This is an optimization exercise on Yosys and OpenROAD, whose aim is small area, a short achievable clock period and few clock cycles per item, not a production implementation.
At most, simulation tests tie the RTL to the original design; equivalence was not proved.
No activity file was given, so power comes from the tool's default toggle rates.

## comlynx_arbiter
module comlynx_arbiter (
    input  wire        clk,
    input  wire        rst,         
    input  wire        cmd_valid,
    output reg         cmd_ready,
    input  wire [31:0] cmd_data,
    input  wire        cmd_last,
    output reg         rsp_valid,
    input  wire        rsp_ready,
    output wire [15:0] rsp_data
);
Size in the first run: roughly 3700 cells after synthesis, about 860 flip-flops, roughly 55 I/O pins, about 42000 um2 of cells after synthesis.
Settings: LEC_CHECK=0, CAP_MARGIN=20, CORE_MARGIN=2, CORE_UTILIZATION=40, CTS_BUF_LIST=sky130_fd_sc_hd__clkbuf_8, SLEW_MARGIN=20; clock period 10.0 ns.
standard.sh (not shown) runs the stock make flow with config.mk's settings and CLKGATE_MAP_FILE= SYNTH_SCRIPT=/design/flow/synth_recipe.tcl, a recipe that flattens the netlist after the stock synthesis.
==> flow/flow/run.sh <==
#!/bin/bash
set -euo pipefail
bash standard.sh SETUP_SLACK_MARGIN=6.5 finish > flow_make.log 2>&1
Testbench counts at the start, summed over its fixed seeds: cycles 12,829, cmds 12,000.
Next try:
--- a/flow/design.v
+++ b/flow/design.v
@@ -277,17 +277,31 @@
     always @(posedge clk) begin
         if (b_we) begin
             b_snd[t5]  <= a_k;
             b_pay[t5]  <= a_d[7:0];
             b_xp[t5]   <= new_xp;
             b_pp[t5]   <= a_dp;
         end
     end
-    wire [5:0] rp_node = rp[node];
+    reg [5:0] rp_g [0:5];
+    reg [5:0] rp_node;
+    always @(*) begin
+        for (i = 0; i < 6; i = i + 1)
+            rp_g[i] = rp[4 * i + node[1:0]];
+        rp_node = rp_g[0];
+        case (node[4:2])
+            3'd1: rp_node = rp_g[1];
+            3'd2: rp_node = rp_g[2];
+            3'd3: rp_node = rp_g[3];
+            3'd4: rp_node = rp_g[4];
+            3'd5: rp_node = rp_g[5];
+            default: rp_node = rp_g[0];
+        endcase
+    end
     wire       in_raw  = ~(rp_we & (node == k));   
     wire [5:0] a_p_alt = fx_n ? p1 :
                          fx   ? ((a_ks == k) ? p1 : a_ps) :
                          fire ? rp_wv : a_p;
     always @(posedge clk) begin
         if (rst) begin
             in_tr <= 1'b0;
             a_v   <= 1'b0;
Outcome: The new run completed without violations. Maximum frequency goes up by 2.9%. Area after synthesis climbs by 1.4%. Final area is higher by 1.3%. Clock skew falls by 0.029 ns. Sequential cell count does not change. Synthesized cell count goes up by 0.97%. Combinational power rose by about 10%. Worst hold slack improved by 0.0062 ns.
The RTL of the second run of this note was laid out without a check of its function.

Starting RTL as in the previous note.
Settings: LEC_CHECK=0, CAP_MARGIN=20, CORE_MARGIN=2, CORE_UTILIZATION=40, CTS_BUF_LIST=sky130_fd_sc_hd__clkbuf_8, SLEW_MARGIN=20; clock period 10.0 ns.
==> flow/flow/run.sh <==
#!/bin/bash
set -euo pipefail
bash standard.sh SETUP_SLACK_MARGIN=6.75 finish > flow_make.log 2>&1
The first run finished with timing, DRC and antenna clean.
Testbench counts at the start, summed over its fixed seeds: cycles 12,829, cmds 12,000.
Then changed:
--- a/flow/design.v
+++ b/flow/design.v
@@ -279,13 +279,27 @@
             b_snd[t5]  <= a_k;
             b_pay[t5]  <= a_d[7:0];
             b_xp[t5]   <= new_xp;
             b_pp[t5]   <= a_dp;
         end
     end
-    wire [5:0] rp_node = rp[node];
+    reg [5:0] rp_g [0:5];
+    reg [5:0] rp_node;
+    always @(*) begin
+        for (i = 0; i < 6; i = i + 1)
+            rp_g[i] = rp[4 * i + node[1:0]];
+        rp_node = rp_g[0];
+        case (node[4:2])
+            3'd1: rp_node = rp_g[1];
+            3'd2: rp_node = rp_g[2];
+            3'd3: rp_node = rp_g[3];
+            3'd4: rp_node = rp_g[4];
+            3'd5: rp_node = rp_g[5];
+            default: rp_node = rp_g[0];
+        endcase
+    end
     wire       in_raw  = ~(rp_we & (node == k));   
     wire [5:0] a_p_alt = fx_n ? p1 :
                          fx   ? ((a_ks == k) ? p1 : a_ps) :
                          fire ? rp_wv : a_p;
     always @(posedge clk) begin
         if (rst) begin
Combinational power came out higher by about 10%.
First-iteration DRC count is lower by about 6%.
Non-clock buffer count went up by 32.
Cell area went up by 2.2%.
Area after synthesis goes up by 1.4%.
Die area rose by 1.4%.
Utilization grows by 0.30 points.
Final cell count goes up by 1.2%.
Via count is higher by 2.5%.
Power is higher by about 0.7%.
Clock power falls by about 3%.
Wire length came out lower by 1.1%.
Sequential power stays flat.
For the second run of this note, only the layout was checked, not whether the RTL still works.

before:
comlynx_arbiter, a different RTL version from the one above (not shown whole).
Size: ~850 flip-flops, ~55 I/O pins, ~42,000 sq um of cells after synthesis.
==> flow/config.mk <==
export PLATFORM = sky130hd
export DESIGN_NAME = comlynx_arbiter
export DESIGN_NICKNAME = comlynx_arbiter
export VERILOG_FILES = /design/flow/design.v
export SDC_FILE = /design/flow/constraint.sdc
export NUM_CORES = 4
export LEC_CHECK = 0
export CAP_MARGIN = 20
export CORE_MARGIN = 2
export CORE_UTILIZATION = 40
export CTS_BUF_LIST = sky130_fd_sc_hd__clkbuf_8
export SLEW_MARGIN = 20
==> flow/constraint.sdc <==
create_clock -name core_clock -period 10.0 [get_ports {clk}]
set_input_delay 2.0000 -clock core_clock [delete_from_list [all_inputs] [get_ports {clk}]]
set_output_delay 2.0000 -clock core_clock [all_outputs]
set_load 0.01 [all_outputs]
==> flow/flow/run.sh <==
#!/bin/bash
set -euo pipefail
bash standard.sh SETUP_SLACK_MARGIN=6.5 finish > flow_make.log 2>&1
Both conditions hold for before: the flow ran to the end and the final layout passed the timing, design-rule and antenna checks.
Changes in after relative to before:
diff --git a/flow/design.v b/flow/design.v
--- a/flow/design.v
+++ b/flow/design.v
@@ -192,25 +192,18 @@
                 acc <= acc_sub;
             end
         end
     end
     wire do_send = exec & c_send & tx_ready;
     wire do_recv = exec & c_recv;
     wire step    = do_recv | fx;                           
     wire snd_adv = do_send & (p == tail);                  
     wire ev1     = step & (p == head) & only_k;
-    wire e_ie      = exec & (a_c == C_SETIE);
-    wire e_brk_all = exec & (a_c == C_BRK);
-    wire e_brk_clr = exec & (a_c == C_RXBRK);
-    wire e_err_clr = exec & (a_c == C_RSTERR);
-    wire e_ovr_set = exec & c_send & ~tx_ready;
-    wire e_par_set = exec & mism & ((a_c == C_RXRDY) | (a_c == C_SERCTL) |
-                                    ((a_c == C_IRQ) & rxie_k));
     wire fx_n    = step & own_next;
     always @(posedge clk) begin
         if (rst) begin
             cfg_configured <= 1'b0;
             cfg_enabled    <= 1'b0;
             cfg_even       <= 1'b0;
             fault          <= 3'd0;
             n_ovr  <= {NN{1'b0}};
             n_par  <= {NN{1'b0}};
@@ -226,48 +219,55 @@
         end else begin
             if (first & ~held & (nf != 3'd0))
                 fault <= nf;
             if (ev_bg | ev1)
                 head <= head + 6'd1;
             if (do_send)
                 tail <= tail + 6'd1;
             fx  <= fx_n;
             evp <= ev_bg | ev1;
-            for (i = 0; i < NN; i = i + 1)
-                if (kdec[i] & rp_we)
-                    rp[i] <= rp_wv;
+            if (step)
+                rp[k] <= p1;
+            else if (snd_adv)
+                rp[k] <= tail + 6'd1;
             if (exec) begin
                 case (a_c)
                     C_CONF: begin
                         cfg_configured <= 1'b1;
                         cfg_enabled    <= a_d[1];
                         cfg_even       <= a_d[0];
                     end
                     C_CONFM: begin
                         cfg_configured <= 1'b1;
                         cfg_enabled    <= ~a_d[1];
                         cfg_even       <= a_d[0];
                     end
+                    C_SETIE: begin
+                        n_txie[k] <= a_d[7];
+                        n_rxie[k] <= a_d[6];
+                    end
+                    C_SEND:
+                        if (!tx_ready) n_ovr[k] <= 1'b1;
+                    C_BRK:
+                        n_brk <= {NN{1'b1}};
+                    C_RXBRK:
+                        n_brk[k] <= 1'b0;
+                    C_RXRDY, C_SERCTL:
+                        if (mism) n_par[k] <= 1'b1;
+                    C_IRQ:
+                        if (rxie_k & mism) n_par[k] <= 1'b1;
+                    C_RSTERR: begin
+                        n_ovr[k] <= 1'b0;
+                        n_par[k] <= 1'b0;
+                    end
                     default: ;
                 endcase
             end
-            for (i = 0; i < NN; i = i + 1) begin
-                if (kdec[i] & e_ie) begin
-                    n_txie[i] <= a_d[7];
-                    n_rxie[i] <= a_d[6];
-                end
-                if ((kdec[i] & e_brk_clr) | e_brk_all)
-                    n_brk[i] <= e_brk_all;
-                if (kdec[i] & (e_ovr_set | e_err_clr))
-                    n_ovr[i] <= ~e_err_clr;
-                if (kdec[i] & (e_par_set | e_err_clr))
-                    n_par[i] <= ~e_err_clr;
-            end
         end
     end
     wire       rp_we = step | snd_adv;
     wire [5:0] rp_wv = step ? p1 : tail + 6'd1;
     wire b_we = a_v & a_first & c_send & ~full;
     always @(posedge clk) begin
         if (b_we) begin
             b_snd[t5]  <= a_k;
             b_pay[t5]  <= a_d[7:0];
[summary]
after ended with less wire length of the first global-routing pass than before.
In the reports for before and after, the smaller growth of design area from synthesis to finish belongs to after.
Fraction of final layout cells with drive strength greater than 1 is lower on after
Compared with before, after shows a total of cells resized after clock tree synthesis that is 24% lower.
Of before and after, the higher clock skew after layout belongs to before.
In after the cell count turned out 247 lower than in before.
Worst setup slack is higher on after
The final reports for after and before show mean instance size in the synthesized netlist higher in the former.
Compared with before, after shows a power share of the combinational group that is 1.4 points higher.
[compare] base=before new=after: final critical delay including setup and external delays now smaller, flip-flop and latch count now larger.
Testbench counts of after, summed over its fixed seeds: cycles 12,829, cmds 12,000.
For before, only the layout was checked, not whether the RTL still works.

re-timing with driven ports:
Ports are ideal in the flow. The routed layouts listed here were re-timed in OpenROAD.
Step 1, drivers: a clkbuf_16 drives clk and a buf_2 each remaining input, both assumed.
Step 2, shift: input delay + t, output delay - t, t = (earliest + latest rising clock arrival at the registers) / 2. This alone moves slack from input paths to output paths.
Three values: ideal, step 1, step 2; two values: the first two.
run | t (ns) | setup slack, ns | worst slew at a driven data input, ns | cell pins on the clock port's net
the first run of note 1 | 0.931 | 6.433 / 6.464 / 5.533 | 0.14 | 1
the second run of note 1 | 0.902 | 6.533 / 6.512 / 5.678 | 0.09 | 1
the first run of note 2 | 0.924 | 6.607 / 6.606 / 5.773 | 0.16 | 1
the second run of note 2 | 0.906 | 6.651 / 6.582 / 5.747 | 0.10 | 1
before | 0.898 | 6.240 / 6.239 / 5.341 | 0.08 | 1
after | 0.893 | 6.473 / 6.406 / 5.597 | 0.14 | 1
After both steps setup and hold are still met in every run listed. For the second run of note 2, which loses most, drivers alone change the setup slack by -0.069 ns; drivers and shift together by -0.904 ns.
